Context: an optimization exercise on an open-source flow, tuned for small area. The choices shown serve that exercise and are no tape-out recipe.
Only simulation tests tie the RTL to the original design; equivalence was not proved.
Power and IR drop assume default switching activity.

==> garnet: inputs <==
## tap_core
module tap_core (
    input  wire         clk,
    input  wire         rst,
    input  wire         frame,
    input  wire         c,
    input  wire         t,
    input  wire         h,
    output wire         ev_valid,
    output wire         ev_kind,
    output wire [127:0] ev_to_target,
    output wire [127:0] ev_to_host,
    output wire [3:0]   ev_instr,
    output wire [1:0]   fault
);
    localparam W = 128;
    localparam RTI = 4'd0;
    reg  [3:0] tap;
    reg        halted;
    wire [3:0] tap_next;
    reg  [7:0] len;
    reg        ir_hi;
    reg  [W-1:0] tt, th;
    wire step     = frame && !halted;
    wire at_cap   = (tap[2:0] == 3'd1);
    wire at_sh    = (tap[2:0] == 3'd3);
    wire overflow = step && at_sh && len[7];
    wire commit   = step && !overflow;
    wire cap      = commit && at_cap;
    wire sh       = commit && at_sh;
    wire sh_dr    = sh && !tap[3];
    wire sh_ir    = sh && tap[3];
    tap_fsm u_fsm (
        .state (tap),
        .c     (c),
        .next  (tap_next)
    );
    always @(posedge clk) begin
        if (rst) begin
            tap    <= RTI;
            halted <= 1'b0;
        end else begin
            if (overflow) halted <= 1'b1;
            if (commit)   tap    <= tap_next;
        end
    end
    always @(posedge clk) begin
        if (cap)     len <= 8'd0;
        else if (sh) len <= len + 1'b1;
        if (cap)     ir_hi <= 1'b0;
        else if (sh_ir && t && hi_n[0]) ir_hi <= 1'b1;    
    end
    wire tt_move = sh_dr;
    wire tt_keep = !cap && !sh_dr;
    wire th_move = sh_ir;
    wire th_keep = !cap && !sh_ir;
    wire [7:0]  tt_lo_n, th_lo_n;
  ...
==> module tap_fsm, before the edit <==
module tap_fsm (
    input  wire [3:0] state,
    input  wire       c,
    output reg  [3:0] next
);
    localparam RTI = 4'd0,  SEL_DR = 4'd4,  CAP_DR = 4'd1,  SH_DR = 4'd3,
               EX1_DR = 4'd2,  PAU_DR = 4'd6,  EX2_DR = 4'd5,  UPD_DR = 4'd7,
               TLR = 4'd8,  SEL_IR = 4'd12,  CAP_IR = 4'd9, SH_IR = 4'd11,
               EX1_IR = 4'd10, PAU_IR = 4'd14, EX2_IR = 4'd13, UPD_IR = 4'd15;
    always @(*) begin
        case (state)
            TLR:    next = c ? TLR    : RTI;
            RTI:    next = c ? SEL_DR : RTI;
            SEL_DR: next = c ? SEL_IR : CAP_DR;
            CAP_DR: next = c ? EX1_DR : SH_DR;
            SH_DR:  next = c ? EX1_DR : SH_DR;
            EX1_DR: next = c ? UPD_DR : PAU_DR;
            PAU_DR: next = c ? EX2_DR : PAU_DR;
            EX2_DR: next = c ? UPD_DR : SH_DR;
            UPD_DR: next = c ? SEL_DR : RTI;
            SEL_IR: next = c ? TLR    : CAP_IR;
            CAP_IR: next = c ? EX1_IR : SH_IR;
            SH_IR:  next = c ? EX1_IR : SH_IR;
            EX1_IR: next = c ? UPD_IR : PAU_IR;
            PAU_IR: next = c ? EX2_IR : PAU_IR;
            EX2_IR: next = c ? UPD_IR : SH_IR;
            UPD_IR: next = c ? SEL_DR : RTI;
            default: next = 4'bxxxx;    
        endcase
    end
endmodule
==> module tap_core, before the edit <==
module tap_core (
    input  wire         clk,
    input  wire         rst,
    input  wire         frame,
    input  wire         c,
    input  wire         t,
    input  wire         h,
    output wire         ev_valid,
    output wire         ev_kind,
    output wire [127:0] ev_to_target,
    output wire [127:0] ev_to_host,
    output wire [3:0]   ev_instr,
    output wire [1:0]   fault
);
    localparam W = 128;
    localparam RTI = 4'd0;
    reg  [3:0] tap;
    reg        halted;
    wire [3:0] tap_next;
    reg  [7:0] len;
    reg        ir_hi;
    reg  [W-1:0] tt, th;
    wire step     = frame && !halted;
    wire at_cap   = (tap[2:0] == 3'd1);
    wire at_sh    = (tap[2:0] == 3'd3);
    wire overflow = step && at_sh && len[7];
    wire commit   = step && !overflow;
    wire cap      = commit && at_cap;
    wire sh       = commit && at_sh;
    wire sh_dr    = sh && !tap[3];
    wire sh_ir    = sh && tap[3];
    tap_fsm u_fsm (
        .state (tap),
        .c     (c),
        .next  (tap_next)
    );
    always @(posedge clk) begin
        if (rst) begin
            tap    <= RTI;
            halted <= 1'b0;
        end else begin
            if (overflow) halted <= 1'b1;
            if (commit)   tap    <= tap_next;
        end
    end
    always @(posedge clk) begin
        if (cap)     len <= 8'd0;
        else if (sh) len <= len + 1'b1;
        if (cap)     ir_hi <= 1'b0;
        else if (sh_ir && t && hi_n[0]) ir_hi <= 1'b1;    
    end
    wire tt_move = sh_dr;
    wire tt_keep = !cap && !sh_dr;
    wire th_move = sh_ir;
    wire th_keep = !cap && !sh_ir;
    wire [7:0]  tt_lo_n, th_lo_n;
    wire [15:0] hi_n;
    pos_dec u_pos (
        .len     (len[6:0]),
        .tt_set  (sh_ir && t),
        .th_set  (sh_dr && h),
        .tt_lo_n (tt_lo_n),
        .th_lo_n (th_lo_n),
        .hi_n    (hi_n)
    );
    wire [W:0]   tt_in = {tt, t};
    wire [W:0]   th_in = {th, h};
    wire [W-1:0] tt_n, th_n;
    genvar i;
    generate
        for (i = 0; i < W; i = i + 1) begin : g_bit
            shift_field u_tt (.move(tt_move), .prev(tt_in[i]), .keep(tt_keep), .bit_q(tt[i]),
                              .lo_n(tt_lo_n[i % 8]), .hi_n(hi_n[i / 8]), .next(tt_n[i]));
            shift_field u_th (.move(th_move), .prev(th_in[i]), .keep(th_keep), .bit_q(th[i]),
                              .lo_n(th_lo_n[i % 8]), .hi_n(hi_n[i / 8]), .next(th_n[i]));
        end
    endgenerate
    always @(posedge clk) begin
        tt <= tt_n;
        th <= th_n;
    end
    ir_decode u_dec (
        .value (tt[7:0]),
        .hi_nz (ir_hi),
        .code  (ev_instr)
    );
    assign ev_valid     = step && (tap[2:0] == 3'd7);
    assign ev_kind      = tap[3];
    assign ev_to_target = tt;
    assign ev_to_host   = th;
    assign fault        = {halted, 1'b0};
endmodule
Settings: LEC_CHECK=0, CAP_MARGIN=20, CORE_MARGIN=2, CORE_UTILIZATION=40, SLEW_MARGIN=20, SYNTH_HIERARCHICAL=1, SYNTH_MINIMUM_KEEP_SIZE=0; clock period 10.0 ns.
standard.sh (not shown) runs the stock make flow with config.mk's settings and CLKGATE_MAP_FILE= SYNTH_SCRIPT=/design/flow/synth_recipe.tcl, a recipe that flattens the netlist after the stock synthesis.
==> flow/flow/run.sh <==
#!/bin/bash
# The standard layout (the standard.sh, standard synthesis included),
# with two changes to how it is built:
#  - the port buffers are the smallest buffer cell, not the one buffer_ports
#    picks by default;
#  - the clock tree uses small leaf buffers (clkbuf_4) in clusters of at most
#    10 flip-flops, clkbuf_8 above them, and no dummy loads.
# All of make's output goes to standard_make.log; ORFS keeps each step's own
# log under orfs/logs/.
set -uo pipefail
bash standard.sh \
  "BUFFER_PORTS_ARGS=-buffer_cell sky130_fd_sc_hd__buf_1" \
  "CTS_ARGS=-sink_clustering_enable -repair_clock_nets -dont_use_dummy_load -root_buf sky130_fd_sc_hd__clkbuf_8 -buf_list sky130_fd_sc_hd__clkbuf_4 -sink_clustering_size 10 -sink_clustering_max_diameter 50" \
  finish > standard_make.log 2>&1
rc=$?
tail -n 40 standard_make.log
exit $rc
==> juniper: changes against garnet <==
==> flow/design.v (replaced) <==
module tap_fsm (
    input  wire [3:0] state,
    input  wire       c,
    output reg  [3:0] next
);
    localparam RTI    = 4'd0,  SEL_DR = 4'd1,  CAP_DR = 4'd2,  SH_DR  = 4'd3,
               EX1_DR = 4'd4,  PAU_DR = 4'd5,  EX2_DR = 4'd6,  UPD_DR = 4'd7,
               TLR    = 4'd8,  SEL_IR = 4'd9,  CAP_IR = 4'd10, SH_IR  = 4'd11,
               EX1_IR = 4'd12, PAU_IR = 4'd13, EX2_IR = 4'd14, UPD_IR = 4'd15;
    always @(*) begin
        case (state)
            TLR:    next = c ? TLR    : RTI;
            RTI:    next = c ? SEL_DR : RTI;
            SEL_DR: next = c ? SEL_IR : CAP_DR;
            CAP_DR: next = c ? EX1_DR : SH_DR;
            SH_DR:  next = c ? EX1_DR : SH_DR;
            EX1_DR: next = c ? UPD_DR : PAU_DR;
            PAU_DR: next = c ? EX2_DR : PAU_DR;
            EX2_DR: next = c ? UPD_DR : SH_DR;
            UPD_DR: next = c ? SEL_DR : RTI;
            SEL_IR: next = c ? TLR    : CAP_IR;
            CAP_IR: next = c ? EX1_IR : SH_IR;
            SH_IR:  next = c ? EX1_IR : SH_IR;
            EX1_IR: next = c ? UPD_IR : PAU_IR;
            PAU_IR: next = c ? EX2_IR : PAU_IR;
            EX2_IR: next = c ? UPD_IR : SH_IR;
            default: next = c ? SEL_DR : RTI;    
        endcase
    end
endmodule
module ir_decode (
    input  wire [7:0] value,
    input  wire       hi_nz,
    output wire [3:0] code
);
    wire [3:0] u = value[7:4], l = value[3:0];
    wire u1 = (u == 4'h1), u2 = (u == 4'h2), u4 = (u == 4'h4), u6 = (u == 4'h6),
         u8 = (u == 4'h8), uF = (u == 4'hF);
    wire l1 = (l == 4'h1), l2 = (l == 4'h2), l3 = (l == 4'h3), l4 = (l == 4'h4),
         l5 = (l == 4'h5), l6 = (l == 4'h6), lF = (l == 4'hF);
    wire m0 = u8 & l3, m1 = u8 & l4, m2 = u8 & l5, m3 = u4 & l1, m4 = u4 & l3,
         m5 = uF & lF, m6 = u1 & l3, m7 = u1 & l4, m8 = u1 & l5, m9 = u4 & l4,
         m10 = u4 & l6, m11 = u2 & l2, m12 = u2 & l4, m13 = u6 & l1;
    wire any = !hi_nz & (m0|m1|m2|m3|m4|m5|m6|m7|m8|m9|m10|m11|m12|m13);
    assign code[3] = !any | m8|m9|m10|m11|m12|m13;
    assign code[2] = !any | m4|m5|m6|m7|m12|m13;
    assign code[1] = !any | m2|m3|m6|m7|m10|m11;
    assign code[0] = any & (m1|m3|m5|m7|m9|m11|m13);
endmodule
module shift_field (
    input  wire move,
    input  wire prev,
    input  wire keep,
    input  wire bit_q,
    input  wire lo_n,
    input  wire hi_n,
    output wire next
);
    assign next = (move & prev) | (keep & bit_q) | !(lo_n | hi_n);
endmodule
module tap_core (
    input  wire         clk,
    input  wire         rst,
    input  wire         frame,
    input  wire         c,
    input  wire         t,
    input  wire         h,
    output wire         ev_valid,
    output wire         ev_kind,
    output wire [127:0] ev_to_target,
    output wire [127:0] ev_to_host,
    output wire [3:0]   ev_instr,
    output wire [1:0]   fault
);
    localparam W = 128;
    localparam RTI = 4'd0;
    reg  [3:0] tap;
    reg        halted;
    wire [3:0] tap_next;
    reg  [7:0] len;
    reg        ir_hi;
    reg  [W-1:0] tt, th;
    wire step     = frame && !halted;
    wire at_cap   = (tap[2:0] == 3'd2);
    wire at_sh    = (tap[2:0] == 3'd3);
    wire overflow = step && at_sh && len[7];
    wire commit   = step && !overflow;
    wire cap      = commit && at_cap;
    wire sh       = commit && at_sh;
    wire sh_dr    = sh && !tap[3];
    wire sh_ir    = sh && tap[3];
    tap_fsm u_fsm (
        .state (tap),
        .c     (c),
        .next  (tap_next)
    );
    always @(posedge clk) begin
        if (rst) begin
            tap    <= RTI;
            halted <= 1'b0;
        end else begin
            if (overflow) halted <= 1'b1;
            if (commit)   tap    <= tap_next;
        end
    end
    always @(posedge clk) begin
        if (cap)     len <= 8'd0;
        else if (sh) len <= len + 1'b1;
        if (cap)     ir_hi <= 1'b0;
        else if (sh_ir && t && len[6:3] != 4'd0) ir_hi <= 1'b1;
    end
    wire       tt_move = sh_dr;
    wire       tt_keep = !cap && !sh_dr;
    wire [7:0] tt_lo_n = ~((sh_ir && t) ? (8'd1 << len[2:0]) : 8'd0);
    wire       th_move = sh_ir;
    wire       th_keep = !cap && !sh_ir;
    wire [7:0] th_lo_n = ~((sh_dr && h) ? (8'd1 << len[2:0]) : 8'd0);
    wire [15:0] hi_n   = ~(16'd1 << len[6:3]);
    wire [W:0]   tt_in = {tt, t};
    wire [W:0]   th_in = {th, h};
    wire [W-1:0] tt_n, th_n;
    genvar i;
    generate
        for (i = 0; i < W; i = i + 1) begin : g_bit
            shift_field u_tt (.move(tt_move), .prev(tt_in[i]), .keep(tt_keep), .bit_q(tt[i]),
                              .lo_n(tt_lo_n[i % 8]), .hi_n(hi_n[i / 8]), .next(tt_n[i]));
            shift_field u_th (.move(th_move), .prev(th_in[i]), .keep(th_keep), .bit_q(th[i]),
                              .lo_n(th_lo_n[i % 8]), .hi_n(hi_n[i / 8]), .next(th_n[i]));
        end
    endgenerate
    always @(posedge clk) begin
        tt <= tt_n;
        th <= th_n;
    end
    ir_decode u_dec (
        .value (tt[7:0]),
        .hi_nz (ir_hi),
        .code  (ev_instr)
    );
    assign ev_valid     = step && (tap[2:0] == 3'd7);
    assign ev_kind      = tap[3];
    assign ev_to_target = tt;
    assign ev_to_host   = th;
    assign fault        = {halted, 1'b0};
endmodule
==> flow/flow/run.sh (replaced) <==
#!/bin/bash
# The standard layout (the standard.sh, standard synthesis included), with
# the port buffers made of the smallest buffer cell instead of the one
# buffer_ports picks by default. All of make's output goes to
# standard_make.log; ORFS keeps each step's own log under orfs/logs/.
set -uo pipefail
bash standard.sh "BUFFER_PORTS_ARGS=-buffer_cell sky130_fd_sc_hd__buf_1" finish > standard_make.log 2>&1
rc=$?
tail -n 40 standard_make.log
exit $rc
Settings changed: CTS_BUF_LIST set to sky130_fd_sc_hd__clkbuf_16, CTS_CLUSTER_DIAMETER set to 80, CTS_CLUSTER_SIZE set to 30.
==> willow: changes against garnet <==
--- a/flow/design.v
+++ b/flow/design.v
@@ -1,14 +1,14 @@
 module tap_fsm (
     input  wire [3:0] state,
     input  wire       c,
     output reg  [3:0] next
 );
-    localparam RTI = 4'd0,  SEL_DR = 4'd4,  CAP_DR = 4'd1,  SH_DR = 4'd3,
-               EX1_DR = 4'd2,  PAU_DR = 4'd6,  EX2_DR = 4'd5,  UPD_DR = 4'd7,
-               TLR = 4'd8,  SEL_IR = 4'd12,  CAP_IR = 4'd9, SH_IR = 4'd11,
-               EX1_IR = 4'd10, PAU_IR = 4'd14, EX2_IR = 4'd13, UPD_IR = 4'd15;
+    localparam RTI    = 4'd0,  SEL_DR = 4'd1,  CAP_DR = 4'd2,  SH_DR  = 4'd3,
+               EX1_DR = 4'd4,  PAU_DR = 4'd5,  EX2_DR = 4'd6,  UPD_DR = 4'd7,
+               TLR    = 4'd8,  SEL_IR = 4'd9,  CAP_IR = 4'd10, SH_IR  = 4'd11,
+               EX1_IR = 4'd12, PAU_IR = 4'd13, EX2_IR = 4'd14, UPD_IR = 4'd15;
     always @(*) begin
         case (state)
             TLR:    next = c ? TLR    : RTI;
             RTI:    next = c ? SEL_DR : RTI;
             SEL_DR: next = c ? SEL_IR : CAP_DR;
@@ -22,12 +22,11 @@
             CAP_IR: next = c ? EX1_IR : SH_IR;
             SH_IR:  next = c ? EX1_IR : SH_IR;
             EX1_IR: next = c ? UPD_IR : PAU_IR;
             PAU_IR: next = c ? EX2_IR : PAU_IR;
             EX2_IR: next = c ? UPD_IR : SH_IR;
-            UPD_IR: next = c ? SEL_DR : RTI;
-            default: next = 4'bxxxx;    
+            default: next = c ? SEL_DR : RTI;    
         endcase
     end
 endmodule
 module ir_decode (
     input  wire [7:0] value,
@@ -147,11 +146,11 @@
     wire [3:0] tap_next;
     reg  [7:0] len;
     reg        ir_hi;
     reg  [W-1:0] tt, th;
     wire step     = frame && !halted;
-    wire at_cap   = (tap[2:0] == 3'd1);
+    wire at_cap   = (tap[2:0] == 3'd2);
     wire at_sh    = (tap[2:0] == 3'd3);
     wire overflow = step && at_sh && len[7];
     wire commit   = step && !overflow;
     wire cap      = commit && at_cap;
     wire sh       = commit && at_sh;
==> flow/flow/run.sh (replaced) <==
#!/bin/bash
# The standard layout (the standard.sh, standard synthesis included),
# with two changes to how it is built:
#  - the port buffers are the smallest buffer cell, not the one buffer_ports
#    picks by default;
#  - the clock tree uses small leaf buffers (clkbuf_4) in clusters of at most
#    10 flip-flops, clkbuf_16 above them, and no dummy loads.
# All of make's output goes to standard_make.log; ORFS keeps each step's own
# log under orfs/logs/.
set -uo pipefail
bash standard.sh \
  "BUFFER_PORTS_ARGS=-buffer_cell sky130_fd_sc_hd__buf_1" \
  "CTS_ARGS=-sink_clustering_enable -repair_clock_nets -dont_use_dummy_load -root_buf sky130_fd_sc_hd__clkbuf_16 -buf_list sky130_fd_sc_hd__clkbuf_4 -sink_clustering_size 10 -sink_clustering_max_diameter 50" \
  finish > standard_make.log 2>&1
rc=$?
tail -n 40 standard_make.log
exit $rc
==> comparison table <==
| quantity | garnet | willow | juniper |
|---|---|---|---|
| Total combinational power | 29.4 µW | 73.9 µW | 33.9 µW |
| Site Rows | 57 | 57 | 58 |
| Synth Area in Compound Gates | 0.278 | 0.282 | 0.275 |
| Met1 global-route usage | 0.325 | 0.332 | 0.339 |
| Status | finished clean | finished clean | finished clean |
| Fin util | 0.479 | 0.484 | 0.479 |
| Final standard cell count with taps included and fillers excluded | 1,567 | 1,583 | 1,593 |
| Synth Area in Simple Gates | 0.164 | 0.164 | 0.160 |
| Detailed Place HPWL | 20,300 µm | 20,600 µm | 21,100 µm |
| Area growth from synthesis to layout | 17.4% | 18.2% | 18.6% |
| CP bufs+invs | 1 | 1 | 2 |
| Post-synth net total | 947 | 964 | 988 |
| Register-to-register setup slack | 6.63 ns | 6.95 ns | 6.61 ns |
| Routability-driven placement congestion ratio | 0.784 | 0.753 | 0.807 |
| Power in sequential cells | 1.09 mW | 1.10 mW | 1.09 mW |
| Slew HR | 0.326 | 0.337 | 0.303 |
| Gate Count Post-Synth | 940 | 957 | 976 |
| Post-synthesis cell area | 9920 µm² | 10,000 µm² | 10,100 µm² |
| Fraction of the mapped netlist area in adder cells | 0.00126 | 0.00125 | 0.00742 |

separate check: timing with driven ports:
Ports are ideal in the flow. The routed layouts listed here were re-timed in OpenROAD.
Step 1 (the two cells are an assumption about what drives the block):
set clk [get_ports {clk}]
set_driving_cell -lib_cell sky130_fd_sc_hd__clkbuf_16 $clk
set_driving_cell -lib_cell sky130_fd_sc_hd__buf_2 [delete_from_list [all_inputs] $clk]
Step 2 times the ports against the registers' clock, not the clock port: input delays grow and output delays shrink by t, the midpoint of the rising clock arrivals with the driver on.
Slacks: no drivers / after step 1 / after step 2; pairs: no drivers / after step 1.
| run | t, ns | setup slack, ns | worst hold slack (ns) | latest minus earliest clock arrival (ns) |
|---|---|---|---|---|
| garnet | 0.547 | 5.039 / 4.993 / 5.227 | 0.474 / 0.474 / 0.474 | 0.056 / 0.056 |
| juniper | 0.544 | 5.178 / 5.157 / 5.068 | 0.495 / 0.495 / 0.495 | 0.024 / 0.025 |
| willow | 0.526 | 4.984 / 4.936 / 5.231 | 0.495 / 0.495 / 0.495 | 0.047 / 0.047 |
After both steps setup and hold are still met in every run listed. For juniper, which loses most, drivers alone change the setup slack by -0.021 ns; drivers and shift together by -0.110 ns.
